From an optimization exercise on the open Yosys and OpenROAD flow, aimed at small area, a short achievable clock period and few clock cycles; shortcuts taken in it are not production practice. In this exercise RTL edits were held to simulation tests only and were not proved equivalent to the original. Power figures rest on the tool's default switching activity, not on a simulated workload.

==> inputs of v10 <==
==> flow/design.v <==
module lz77_enc (
    input  wire        clk,
    input  wire        rst,              
    input  wire        in_valid,
    output wire        in_ready,
    input  wire [23:0] in_pixel,         
    input  wire        in_last,          
    output wire        out_valid,
    input  wire        out_ready,
    output wire [7:0]  out_byte,
    output wire        out_last          
);
    reg [11:0] pbuf;
    reg [1:0]  pcnt;                     
    reg        plast;                    
    reg        pfirst;                   
    reg        nfirst;                   
    reg        rdy;                      
    reg [67:0] sw;                       
    reg [15:0] alive;                    
    reg [3:0]  cur_len;                  
    reg        flush;                    
    reg        o_valid, s_valid;
    reg [7:0]  o_byte,  s_byte;
    reg        o_last,  s_last;
    wire       have    = (pcnt != 2'd0);
    wire       step    = have && !s_valid;
    wire [3:0] x       = pbuf[11:8];
    wire       is_end  = plast && (pcnt == 2'd1);
    reg [15:0] m;
    integer o;
    always @* begin
        for (o = 0; o < 16; o = o + 1)
            m[o] = (sw[4*o +: 4] == x);
    end
    wire [15:0] a      = alive & m;
    wire        ends   = (cur_len == 4'd9) || (a == 16'd0);
    reg [3:0] best;
    always @* begin
        best = 4'd0;
        for (o = 0; o < 16; o = o + 1)
            if (alive[o]) best = o;
    end
    wire [7:0] tok = (cur_len == 4'd1) ? {1'b0, sw[67:64], 3'b000}
                                       : {1'b1, cur_len[2:0] - 3'd2, best};
    wire emit = !s_valid && (flush || (have && !pfirst && cur_len != 4'd0 && ends));
    wire take_in = in_valid && rdy;
    wire o_free  = !o_valid || out_ready;
    wire [1:0] pcnt_n    = take_in ? 2'd3 : (step ? pcnt - 2'd1 : pcnt);
    wire       s_valid_n = s_valid ? !o_free : (emit && !o_free);
    assign in_ready  = rdy;
    assign out_valid = o_valid;
    assign out_byte  = o_byte;
    assign out_last  = o_last;
    always @(posedge clk) begin
        if (rst) begin
            pcnt    <= 2'd0;
            nfirst  <= 1'b1;
            rdy     <= 1'b1;
            flush   <= 1'b0;
            o_valid <= 1'b0;
            s_valid <= 1'b0;
        end else begin
            pcnt    <= pcnt_n;
            rdy     <= (pcnt_n == 2'd0) || (pcnt_n == 2'd1 && !s_valid_n);
            s_valid <= s_valid_n;
            if (take_in)
                nfirst <= in_last;
            if (!s_valid)
                flush <= step && !pfirst && is_end;
            if (o_free)
                o_valid <= s_valid || emit;
        end
    end
    wire        sw_hold  = !step;
    wire        sw_slide = step && !pfirst;
    wire        sw_seed  = step && pfirst;
    wire [67:0] sw_n = ({68{sw_hold}}  & sw)
                     | ({68{sw_slide}} & {x, sw[67:4]})
                     | ({68{sw_seed}}  & {17{x}});
    wire        restart  = (cur_len == 4'd0) || ends;
    wire [15:0] alive_n  = ({16{sw_hold}} & alive)
                         | ({16{sw_slide}} & m & (alive | {16{restart}}));
    wire        pb_load  = rdy;
    wire        pb_shift = !rdy && step;
    wire        pb_hold  = !rdy && !step;
    wire [11:0] pbuf_n   = ({12{pb_load}}  & {in_pixel[23:20], in_pixel[15:12], in_pixel[7:4]})
                         | ({12{pb_shift}} & {pbuf[7:0], 4'd0})
                         | ({12{pb_hold}}  & pbuf);
    wire        plast_n  = (pb_load & in_last) | (!pb_load & plast);
    wire        pfirst_n = (pb_load & nfirst)  | (pb_hold & pfirst);
    wire        cl_one   = step && (pfirst || restart);
    wire        cl_inc   = step && !pfirst && !restart;
    wire        cl_hold  = !step && !(flush && !s_valid);
    wire [3:0]  cur_len_n = ({4{cl_one}}  & 4'd1)
                          | ({4{cl_inc}}  & (cur_len + 4'd1))
                          | ({4{cl_hold}} & cur_len);
    wire        ob_skid  = o_free && s_valid;
    wire        ob_tok   = o_free && !s_valid;
    wire [7:0]  o_byte_n = ({8{ob_skid}} & s_byte) | ({8{ob_tok}} & tok) | ({8{!o_free}} & o_byte);
    wire        o_last_n = (ob_skid & s_last) | (ob_tok & flush) | (!o_free & o_last);
    always @(posedge clk) begin
        sw    <= sw_n;
        alive <= alive_n;
        pbuf    <= pbuf_n;
        plast   <= plast_n;
        pfirst  <= pfirst_n;
        cur_len <= cur_len_n;
        o_byte  <= o_byte_n;
        o_last  <= o_last_n;
        if (!s_valid) begin
            s_byte <= tok;
            s_last <= flush;
        end
    end
endmodule
==> flow/flow/run.sh <==
#!/bin/bash
# Custom flow: the standard layout, with timing repair aiming for
# 7.3 ns of setup slack instead of the flow default, so that the resizer
# also works on paths that already meet the clock, and a clock tree built
# without dummy loads. Logs are kept here.
bash standard.sh SETUP_SLACK_MARGIN=7.3 \
  "CTS_ARGS=-sink_clustering_enable -repair_clock_nets -dont_use_dummy_load -sink_clustering_size 30 -sink_clustering_max_diameter 80 -root_buf sky130_fd_sc_hd__clkbuf_16 -buf_list sky130_fd_sc_hd__clkbuf_4" \
  finish > standard.log 2>&1
==> flow/standard.sh <==
#!/bin/bash
# synth_recipe.tcl (not shown) runs the flow's synth.tcl, then flattens the netlist and writes it again
# the make line also repeats each setting of config.mk as NAME=value (left out here)
make -C /OpenROAD-flow-scripts/flow DESIGN_CONFIG=/design/flow/config.mk WORK_HOME=/design/flow/orfs CLKGATE_MAP_FILE= SYNTH_SCRIPT=/design/flow/synth_recipe.tcl "${@:-finish}"
==> flow/config.mk <==
export PLATFORM = sky130hd
export DESIGN_NAME = lz77_enc
export DESIGN_NICKNAME = lz77_enc
export VERILOG_FILES = /design/flow/design.v
export SDC_FILE = /design/flow/constraint.sdc
export NUM_CORES = 4
export LEC_CHECK = 0
export CAP_MARGIN = 20
export CORE_MARGIN = 2
export CORE_UTILIZATION = 40
export CTS_BUF_LIST = sky130_fd_sc_hd__clkbuf_8
export CTS_CLUSTER_DIAMETER = 80
export CTS_CLUSTER_SIZE = 30
export SLEW_MARGIN = 20
==> flow/constraint.sdc <==
create_clock -name core_clock -period 10.0 [get_ports {clk}]
set_input_delay 2.0000 -clock core_clock [delete_from_list [all_inputs] [get_ports {clk}]]
set_output_delay 2.0000 -clock core_clock [all_outputs]
set_load 0.01 [all_outputs]
==> v11: changes against v10 <==
Settings changed: CORE_UTILIZATION 40 to 55.
==> qor summary <==
Comb power: v10 1.20 mW; v11 1.22 mW
Detail Route met2 WL: v10 6010 um; v11 5850 um
DPL Wire Length: v10 7750 um; v11 7990 um
Buffers inserted by post-CTS timing repair: v10 5; v11 7
Power, Total: v10 2.43 mW; v11 2.43 mW
Insertion delay to the later sink of the worst-skew pair: v10 360 ps; v11 370 ps
Crit path time final: v10 2840 ps; v11 2830 ps
Post-layout util: v10 0.443; v11 0.613
Starting utilization of the core area: v10 0.404; v11 0.565
Number of standard cells in the layout, taps in and fillers out: v10 857; v11 811
Result of the run: v10 finished clean; v11 finished clean
Buffering overhead: v10 0.0587; v11 0.0611
Leakage power total: v10 2.54 nW; v11 2.55 nW
R2r startpoint: v10 pbuf[11]$_DFF_P_; v11 pbuf[8]$_DFF_P_
Non-clock buffer count: v10 39; v11 41
Testbench counts of v10, summed over its fixed seeds: cycles 70,407.
Testbench counts of v11, summed over its fixed seeds: cycles 70,407.

-- what the ideal ports hide --
Ports are ideal in the flow. The routed layouts listed here were re-timed in OpenROAD.
Step 1 (the two cells are an assumption about what drives the block):
set clk [get_ports {clk}]
set_driving_cell -lib_cell sky130_fd_sc_hd__clkbuf_16 $clk
set_driving_cell -lib_cell sky130_fd_sc_hd__buf_2 [delete_from_list [all_inputs] $clk]
Step 2 moves the port delays by t, midway between the first and last clock arrival at a register: inputs arrive t later, outputs are due t later. That takes back most of the time a late clock gives input paths.
Three values: ideal ports, drivers, drivers and shift; two values: the first two.
run | t, ns | setup slack, ns | worst setup path at the end
v10 | 0.391 | 7.162 / 7.119 / 7.040 | input to register
v11 | 0.390 | 7.169 / 7.131 / 7.035 | input to register
After both steps every run listed still meets setup and hold. For v11, which loses most, drivers alone change the setup slack by -0.038 ns; drivers and shift together by -0.134 ns.
